What follows belongs to an exercise in optimizing a design on an open flow for small area; a production flow would make more cautious choices. The RTL was checked by simulation tests, not by an equivalence proof against the original design. No activity file was given, so power comes from the tool's default toggle rates.

==> design.v <==
module irdata_core (
    input  wire        clk,
    input  wire        rst,           
    input  wire        cmd_valid,
    input  wire [79:0] cmd_word,
    output reg         busy,
    input  wire [7:0]  cap_len,
    output reg  [7:0]  cap_addr,
    input  wire [15:0] cap_data,
    output reg         em_valid,
    output reg         em_mark,       
    output reg  [15:0] em_dur,        
    input  wire        em_ready,
    output reg  [2:0]  res_status,
    output reg         res_kind,
    output reg  [2:0]  res_ctype,
    output reg  [6:0]  res_bits,
    output reg  [63:0] res_value,
    output reg  [7:0]  res_proto
);
    localparam [15:0] T_HDR_MARK   = 16'd9000;
    localparam [15:0] T_HDR_SPACE  = 16'd4500;
    localparam [15:0] T_ONE_MARK   = 16'd560;
    localparam [15:0] T_ONE_SPACE  = 16'd1690;
    localparam [15:0] T_ZERO_MARK  = 16'd560;
    localparam [15:0] T_ZERO_SPACE = 16'd560;
    localparam [15:0] T_END_MARK   = 16'd560;
    localparam [15:0] T_END_SPACE  = 16'd0;
    localparam [4:0]  CTRL_PREFIX  = 5'b10100;
    localparam [7:0]  PROTOCOL_ID  = 8'h49;
    localparam [7:0]  MIN_CAPTURE_LEN = 8'd6;
    localparam [6:0]  CTRL_BITS     = 7'd8;
    localparam [6:0]  MAX_DATA_BITS = 7'd64;
    localparam [2:0] ST_NONE   = 3'd0;
    localparam [2:0] ST_OK     = 3'd1;
    localparam [2:0] ST_SHORT  = 3'd2;
    localparam [2:0] ST_HEADER = 3'd3;
    localparam [2:0] ST_PREFIX = 3'd4;
    localparam [2:0] ST_TYPE   = 3'd5;
    localparam [1:0] OP_SENDC  = 2'b01;
    localparam [1:0] OP_SENDD  = 2'b10;
    localparam [1:0] OP_DECODE = 2'b11;
    function automatic match;
        input [15:0] actual;
        input [15:0] expected;
        reg   [15:0] diff;
        begin
            diff  = (actual >= expected) ? (actual - expected) : (expected - actual);
            match = ({2'b00, diff} << 2) <= {2'b00, expected};
        end
    endfunction
    localparam [4:0] S_IDLE     = 5'd0;
    localparam [4:0] S_D_RESET  = 5'd1;
    localparam [4:0] S_D_LEN    = 5'd2;
    localparam [4:0] S_D_HDR_M  = 5'd3;    
    localparam [4:0] S_D_HDR_S  = 5'd4;    
    localparam [4:0] S_D_HDR_E  = 5'd5;    
    localparam [4:0] S_D_DIS_M  = 5'd6;
    localparam [4:0] S_D_DIS_S  = 5'd7;
    localparam [4:0] S_D_DIS_E  = 5'd8;
    localparam [4:0] S_D_BIT    = 5'd9;    
    localparam [4:0] S_D_BIT_S  = 5'd10;   
    localparam [4:0] S_D_BIT_E  = 5'd11;   
    localparam [4:0] S_D_CCHK   = 5'd12;
    localparam [4:0] S_D_DONE   = 5'd13;
    localparam [4:0] S_S_HM     = 5'd16;
    localparam [4:0] S_S_HS     = 5'd17;
    localparam [4:0] S_S_BM     = 5'd18;
    localparam [4:0] S_S_BS     = 5'd19;
    localparam [4:0] S_S_EM     = 5'd20;
    localparam [4:0] S_S_ES     = 5'd21;
    localparam [4:0] S_S_NOP    = 5'd22;
    reg [4:0]  state;
    reg [7:0]  cursor;
    reg [63:0] acc;
    reg [6:0]  nbits;
    reg        isctrl;
    reg [15:0] mark_q;            
    reg [63:0] tx_shift;          
    reg [6:0]  tx_left;           
    wire accept = cmd_valid && !busy;
    wire [1:0] cmd_op    = cmd_word[1:0];
    wire [2:0] cmd_ctype = cmd_word[4:2];
    wire [7:0] cmd_count = cmd_word[15:8];
    wire [63:0] cmd_value = cmd_word[79:16];
    wire ctype_ok = (cmd_ctype >= 3'd1) && (cmd_ctype <= 3'd4);
    wire is_header_pair = match(mark_q, T_HDR_MARK) && match(cap_data, T_HDR_SPACE);
    wire is_one_pair    = match(mark_q, T_ONE_MARK) && match(cap_data, T_ONE_SPACE);
    wire [8:0] cursor_p1 = {1'b0, cursor} + 9'd1;
    wire pair_in_range   = cursor_p1 < {1'b0, cap_len};
    wire [7:0] ctrl_byte = acc[7:0];
    always @(*) begin
        case (state)
            S_D_HDR_M: cap_addr = 8'd1;
            S_D_HDR_S: cap_addr = 8'd2;
            S_D_DIS_M: cap_addr = 8'd3;
            S_D_DIS_S: cap_addr = 8'd4;
            S_D_BIT:   cap_addr = cursor;
            S_D_BIT_S: cap_addr = cursor + 8'd1;
            default:   cap_addr = 8'd0;
        endcase
    end
    always @(*) begin
        em_valid = 1'b1;
        em_mark  = 1'b0;
        em_dur   = 16'd0;
        case (state)
            S_S_HM: begin em_mark = 1'b1; em_dur = T_HDR_MARK;  end
            S_S_HS: begin em_mark = 1'b0; em_dur = T_HDR_SPACE; end
            S_S_BM: begin em_mark = 1'b1; em_dur = tx_shift[63] ? T_ONE_MARK : T_ZERO_MARK; end
            S_S_BS: begin em_mark = 1'b0; em_dur = tx_shift[63] ? T_ONE_SPACE : T_ZERO_SPACE; end
            S_S_EM: begin em_mark = 1'b1; em_dur = T_END_MARK;  end
            S_S_ES: begin em_mark = 1'b0; em_dur = T_END_SPACE; end
            default: em_valid = 1'b0;
        endcase
    end
    always @(posedge clk) begin
        if (rst) begin
            state      <= S_IDLE;
            busy       <= 1'b0;
            cursor     <= 8'd0;
            acc        <= 64'd0;
            nbits      <= 7'd0;
            isctrl     <= 1'b0;
            mark_q     <= 16'd0;
            tx_shift   <= 64'd0;
            tx_left    <= 7'd0;
            res_status <= ST_NONE;
            res_kind   <= 1'b0;
            res_ctype  <= 3'd0;
            res_bits   <= 7'd0;
            res_value  <= 64'd0;
            res_proto  <= 8'd0;
        end else begin
            case (state)
                S_IDLE: begin
                    if (accept) begin
                        case (cmd_op)
                            OP_SENDC: if (ctype_ok) begin
                                busy     <= 1'b1;
                                tx_shift <= {CTRL_PREFIX, cmd_ctype, 56'd0};
                                tx_left  <= CTRL_BITS;
                                state    <= S_S_HM;
                            end
                            OP_SENDD: begin
                                busy <= 1'b1;
                                if (cmd_count > 8'd64) begin
                                    state <= S_S_NOP;
                                end else begin
                                    tx_shift <= cmd_value << (7'd64 - cmd_count[6:0]);
                                    tx_left  <= cmd_count[6:0];
                                    state    <= S_S_HM;
                                end
                            end
                            OP_DECODE: begin
                                busy  <= 1'b1;
                                state <= S_D_RESET;
                            end
                            default: ;
                        endcase
                    end
                end
                S_D_RESET: begin
                    cursor     <= 8'd0;
                    acc        <= 64'd0;
                    nbits      <= 7'd0;
                    isctrl     <= 1'b0;
                    res_status <= ST_NONE;
                    res_kind   <= 1'b0;
                    res_ctype  <= 3'd0;
                    res_bits   <= 7'd0;
                    res_value  <= 64'd0;
                    res_proto  <= 8'd0;
                    state      <= S_D_LEN;
                end
                S_D_LEN: begin
                    if (cap_len < MIN_CAPTURE_LEN) begin
                        res_status <= ST_SHORT;
                        state      <= S_IDLE;
                        busy       <= 1'b0;
                    end else begin
                        state <= S_D_HDR_M;
                    end
                end
                S_D_HDR_M: state <= S_D_HDR_S;
                S_D_HDR_S: begin
                    mark_q <= cap_data;
                    state  <= S_D_HDR_E;
                end
                S_D_HDR_E: begin
                    if (!is_header_pair) begin
                        res_status <= ST_HEADER;
                        state      <= S_IDLE;
                        busy       <= 1'b0;
                    end else begin
                        cursor <= 8'd3;
                        state  <= S_D_DIS_M;
                    end
                end
                S_D_DIS_M: state <= S_D_DIS_S;
                S_D_DIS_S: begin
                    mark_q <= cap_data;
                    state  <= S_D_DIS_E;
                end
                S_D_DIS_E: begin
                    isctrl <= is_one_pair;
                    state  <= S_D_BIT;
                end
                S_D_BIT: begin
                    if (isctrl) begin
                        if (nbits < CTRL_BITS) begin
                            if (pair_in_range) begin
                                state <= S_D_BIT_S;
                            end else begin
                                acc    <= {acc[62:0], 1'b0};
                                cursor <= cursor + 8'd2;
                                nbits  <= nbits + 7'd1;
                            end
                        end else begin
                            state <= S_D_CCHK;
                        end
                    end else begin
                        if (pair_in_range && nbits < MAX_DATA_BITS) begin
                            state <= S_D_BIT_S;
                        end else begin
                            res_kind  <= 1'b0;
                            res_bits  <= nbits;
                            res_value <= acc;
                            state     <= S_D_DONE;
                        end
                    end
                end
                S_D_BIT_S: begin
                    mark_q <= cap_data;
                    state  <= S_D_BIT_E;
                end
                S_D_BIT_E: begin
                    acc    <= {acc[62:0], is_one_pair};
                    cursor <= cursor + 8'd2;
                    nbits  <= nbits + 7'd1;
                    state  <= S_D_BIT;
                end
                S_D_CCHK: begin
                    if (ctrl_byte[7:3] != CTRL_PREFIX) begin
                        res_status <= ST_PREFIX;
                        state      <= S_IDLE;
                        busy       <= 1'b0;
                    end else if (ctrl_byte[2:0] < 3'd1 || ctrl_byte[2:0] > 3'd4) begin
                        res_status <= ST_TYPE;
                        state      <= S_IDLE;
                        busy       <= 1'b0;
                    end else begin
                        res_kind  <= 1'b1;
                        res_ctype <= ctrl_byte[2:0];
                        res_bits  <= nbits;
                        res_value <= {56'd0, ctrl_byte};
                        state     <= S_D_DONE;
                    end
                end
                S_D_DONE: begin
                    res_status <= ST_OK;
                    res_proto  <= PROTOCOL_ID;
                    state      <= S_IDLE;
                    busy       <= 1'b0;
                end
                S_S_HM: if (em_ready) state <= S_S_HS;
                S_S_HS: if (em_ready) state <= (tx_left != 7'd0) ? S_S_BM : S_S_EM;
                S_S_BM: if (em_ready) state <= S_S_BS;
                S_S_BS: if (em_ready) begin
                    tx_shift <= {tx_shift[62:0], 1'b0};
                    tx_left  <= tx_left - 7'd1;
                    state    <= (tx_left != 7'd1) ? S_S_BM : S_S_EM;
                end
                S_S_EM: if (em_ready) state <= S_S_ES;
                S_S_ES: if (em_ready) begin
                    state <= S_IDLE;
                    busy  <= 1'b0;
                end
                S_S_NOP: begin
                    state <= S_IDLE;
                    busy  <= 1'b0;
                end
                default: begin
                    state <= S_IDLE;
                    busy  <= 1'b0;
                end
            endcase
        end
    end
endmodule
==> run.sh <==
#!/bin/bash
# synth_recipe.tcl (not shown) runs the flow's synth.tcl, then flattens the netlist and writes it again
# the make line also repeats each setting of config.mk as NAME=value (left out here)
make -C /OpenROAD-flow-scripts/flow DESIGN_CONFIG=/design/flow/config.mk WORK_HOME=/design/flow/orfs CLKGATE_MAP_FILE= SYNTH_SCRIPT=/design/flow/synth_recipe.tcl finish
==> config.mk <==
export PLATFORM = sky130hd
export DESIGN_NAME = irdata_core
export DESIGN_NICKNAME = irdata_core
export VERILOG_FILES = /design/flow/design.v
export SDC_FILE = /design/flow/constraint.sdc
export NUM_CORES = 4
export LEC_CHECK = 0
export CAP_MARGIN = 20
export CORE_MARGIN = 2
export CORE_UTILIZATION = 40
export SLEW_MARGIN = 20
==> constraint.sdc <==
create_clock -name core_clock -period 10.0 [get_ports {clk}]
set_input_delay 2.0000 -clock core_clock [delete_from_list [all_inputs] [get_ports {clk}]]
set_output_delay 2.0000 -clock core_clock [all_outputs]
set_load 0.01 [all_outputs]
==> run notes <==
metrics by stage:
step | std cells | utilization (%) | hold WS [ns] | cell area, sq um | power (W)
floorplan | 2323 | - | 0.430 | 17400 | 0.00236
global placement | 2918 | 45.6 | 0.439 | 19600 | 0.00277
detailed placement | 2918 | 45.6 | 0.441 | 19600 | 0.00279
CTS | 2972 | 47.9 | 0.436 | 20500 | 0.00387
global route | 2974 | 47.9 | 0.465 | 20500 | 0.00411
finish | 2974 | 47.9 | 0.439 | 20500 | 0.00385
cell families (layout without fill, tap and decap cells):
family | count (synthesis) | count (layout) | synth area share, %
other | 1 | 12 | 0.0216
multiplexers | 125 | 125 | 11.1
AND/OR/NAND/NOR | 949 | 949 | 25.0
XOR/XNOR | 42 | 42 | 2.12
AO/OA/AOI/OAI | 640 | 640 | 23.6
buffers and inverters | 265 | 329 | 6.23
adder cells (fa/ha/maj) | 40 | 40 | 2.87
flip-flops | 252 | 252 | 29.1
cell type report:
type / instances / area (sq um) / share of cell area [%]
sequential: 252 / 5040 / 24.6
multi-input combinational: 1806 / 11400 / 55.4
inverter: 44 / 165 / 0.804
clock inverter: 8 / 81.3 / 0.396
timing repair buffer: 231 / 2250 / 11.0
antenna: 2 / 5.00 / 0.0244
clock buffer: 46 / 890 / 4.33
tap: 585 / 732 / 3.56
flip-flops by register name, indices dropped and copies added (netlist names), 7 cells and up:
register,cells
nbits,7
res_bits,7
tx_left,7
res_value,64
mark_q,16
tx_shift,64
acc,64
cursor,8
critical path: stages:
cell and delay, ns:
clkdlybuf4s50_1 0.67, inv_1 0.36, ha_1 0.24, o21a_1 0.13, o21ai_0 0.14, a2111oi_2 0.95, nor2_1 0.37, mux2i_1 0.21
xnor2_1 0.15, a2111oi_0 0.61, o2111ai_1 0.36, o21ai_0 0.28
metal layers:
| metal | share of wire, % | track usage (%) | vias to the layer above |
|---|---|---|---|
| li1 | - | - | 8467 |
| met1 | 44 | 31.2 | 8248 |
| met2 | 48 | 39.1 | 457 |
| met3 | 4.6 | 2.39 | 76 |
| met4 | 3.2 | 7.99 | 0 |
| met5 | 0 | 0 | - |
cell usage in the layout, fill, tap and decap left out, types with 11 or more instances in the layout:
cell type,Yosys,routed
nor3_1,84,82
and2_1,12,11
buf_4,14,25
nand3_1,161,161
o21ai_0,106,105
a211oi_1,39,39
nor2b_1,15,15
mux4_2,53,53
clkdlybuf4s50_1,0,205
mux2i_1,59,59
o21a_1,24,23
xnor2_1,27,24
dfxtp_1,252,252
nand2b_1,17,17
nand3b_1,21,21
o211ai_1,42,42
xor2_1,15,12
ha_1,39,38
a21oi_1,246,245
a31oi_1,18,18
or3_1,15,14
a221oi_1,33,33
a21o_1,11,11
nor2_1,218,217
o31ai_1,14,14
nand2_1,346,345
clkbuf_16,0,29
inv_1,42,42
mux2_2,13,13
worst min path at each step:
stage	depth (start not counted)	startpoint	to
3_5_place_dp	2	nbits[6]$_SDFFE_PP0P_	res_bits[6]$_SDFFE_PP0P_
5_1_grt	2	nbits[6]$_SDFFE_PP0P_	res_bits[6]$_SDFFE_PP0P_
6_report	2	acc[30]$_SDFFE_PP0P_	acc[31]$_SDFFE_PP0P_
2_1_floorplan	2	nbits[6]$_SDFFE_PP0P_	res_bits[6]$_SDFFE_PP0P_
4_1_cts	2	acc[30]$_SDFFE_PP0P_	acc[31]$_SDFFE_PP0P_
3_3_place_gp	2	res_value[56]$_SDFFE_PP0P_	res_value[56]$_SDFFE_PP0P_
where the power goes:
| group | internal, W | switching, W |
|---|---|---|
| registers | 0.00115 | 0.000140 |
| clock network | 0.000635 | 0.000430 |
| logic | 0.000580 | 0.000922 |
==> metrics.md <==
| Metric | Value |
|---|---|
| Reg-to-reg slack, setup | 6.00 ns |
| CTS Hold Bufs | 0 |
| CP max FO | 13 |
| Synth cell types | 81 |
| Via density | 5.80 |
| GRT Resource Usage Total | 23.3% |
| Router iterations before antenna repair | 5 |
| Clk latency of the worst-skew pair | 0.57 ns |
| Via count | 17200 |
| Endpoints failing setup | 0 |
| Starting Density | 40.4% |
| Status | complete, no violations |
| Fillcell total | 4282 |
| Initial antenna violation count | 2 |
| # IOs | 221 |
| Setup TNS | 0 ns |
| Largest net degree at the start of global routing | 99 |
| Flops & latches, synth | 252 |
| Post_cts resized | 0 |
| WL/cell | 18.0 um |
| Pwr dens | 188 nW/um^2 |
| Rows | 76 |
| Worst-margin pin slew | 1.01 ns |
| Warnings, synthesis | 1 |
| Chip height | 212 um |
| Post-synthesis sequential area ratio | 29.1% |
| DP Worst Slack | 3.57 ns |
| Clock Skew | 0.0434 ns |
| Placer Congestion | 0.868 |
| Register-to-Register Path Depth | 11 |
| GRT Residual Overflow | 0 |
| Max Clk Rate | 0.167 GHz |
| Most common cell in the netlist | nand2_1 |
| Leading area contributor after synthesis | dfxtp_1 |
| Most used DFF post-synth | dfxtp_1 |
| Layout net count | 2511 |
| Critical Path Start Type | input port |
| First DRT Iteration DRCs | 1378 |
| Post-CTS Setup Bufs | 0 |
| Critical Path Start | cap_data[2] |
| CP Data Required Time | 10.48 ns |
| Die W | 212 um |
| Die area | 45000 sq um |
| Leak pwr | 7.10 nW |
| Final Cycle Share | 59.9% |
| CTS max path bufs | 3 |
| Crit path kind | in -> reg |
| Synth top area cells | dfxtp_1 29%, nand2_1 7.5%, a21oi_1 7.1% |
| RSZ-0062 raised after global routing | no |
| Clock sink total | 252 |
| Htree depth | 1 |
| Root Driver | clkbuf_16 |
| Tmin final | 5.99 ns |
| R2r endpoint | tx_shift[52]$_SDFFE_PP0P_ |
| First-pass GRT wire length | 85700 um |
| Cells after Synth | 2314 |
| Synth top area share | 29.1% |
| Mapped Avg Cell Area | 7.49 sq um |
| Total CTS buffers | 29 |
| Worst Path Arrival | 6.48 ns |
| Routed Antenna Nets | 0 |
| CTS tree | done |
| Max Cap Violations | 0 |
| Nature of the critical path endpoint | flop |
| Remaining routing DRC violations | 0 |
| Final Worst Setup Slack | 4.01 ns |
| Post-synth top cells | 346 x nand2_1, 252 x dfxtp_1, 246 x a21oi_1 |
| RR Startpoint | state[2]$_SDFFE_PP0P_ |
| Core area | 42900 sq um |
| Post-DP HPWL | 37500 um |
| Maximum VDD drop | 0.141 mV |
| Synthesized cell area | 17300 sq um |
| EDFF count, synth | 0 |
| Ys async rst share | 0% |
| Layout cell share with drive strength beyond 1 | 7.54% |
| Pins Over Slew Limit | 0 |
| CP endpoint | isctrl$_SDFFE_PP0P_ |
| Area growth, synth to finish | 18.5% |
| HP Class | reg -> reg |
| Port-buffer cells | 207 |
| Endpoints failing hold | 0 |
| Slew margin rel. | 32.1% |
| Vias in the first global route | 15800 |
| Routed WL | 53600 um |
| Worst-path clk slew | 0.06 ns |

## afterwards: timing with drivers on the ports
Ports are ideal in the flow. The routed layout listed here was re-timed in OpenROAD. Step 1: set_driving_cell puts a clkbuf_16 on clk and a buf_2 on each other input, an assumption about the parent block. Step 2 adds t to the input delays and takes it off the output delays; t is the mean of the earliest and latest rising clock arrival at the registers after step 1. Input paths then give back, and output paths get back, about the clock's delay inside the block. Three values: ideal ports, drivers, drivers and shift; two values: the first two.
shift t [ns]: 0.605
slack for setup (ns): 4.005 / 4.036 / 3.431
cell pins on the clock port's net: 1
After both steps this run still meets setup and hold. For this run, drivers alone change the setup slack by +0.031 ns; drivers and shift together by -0.574 ns.
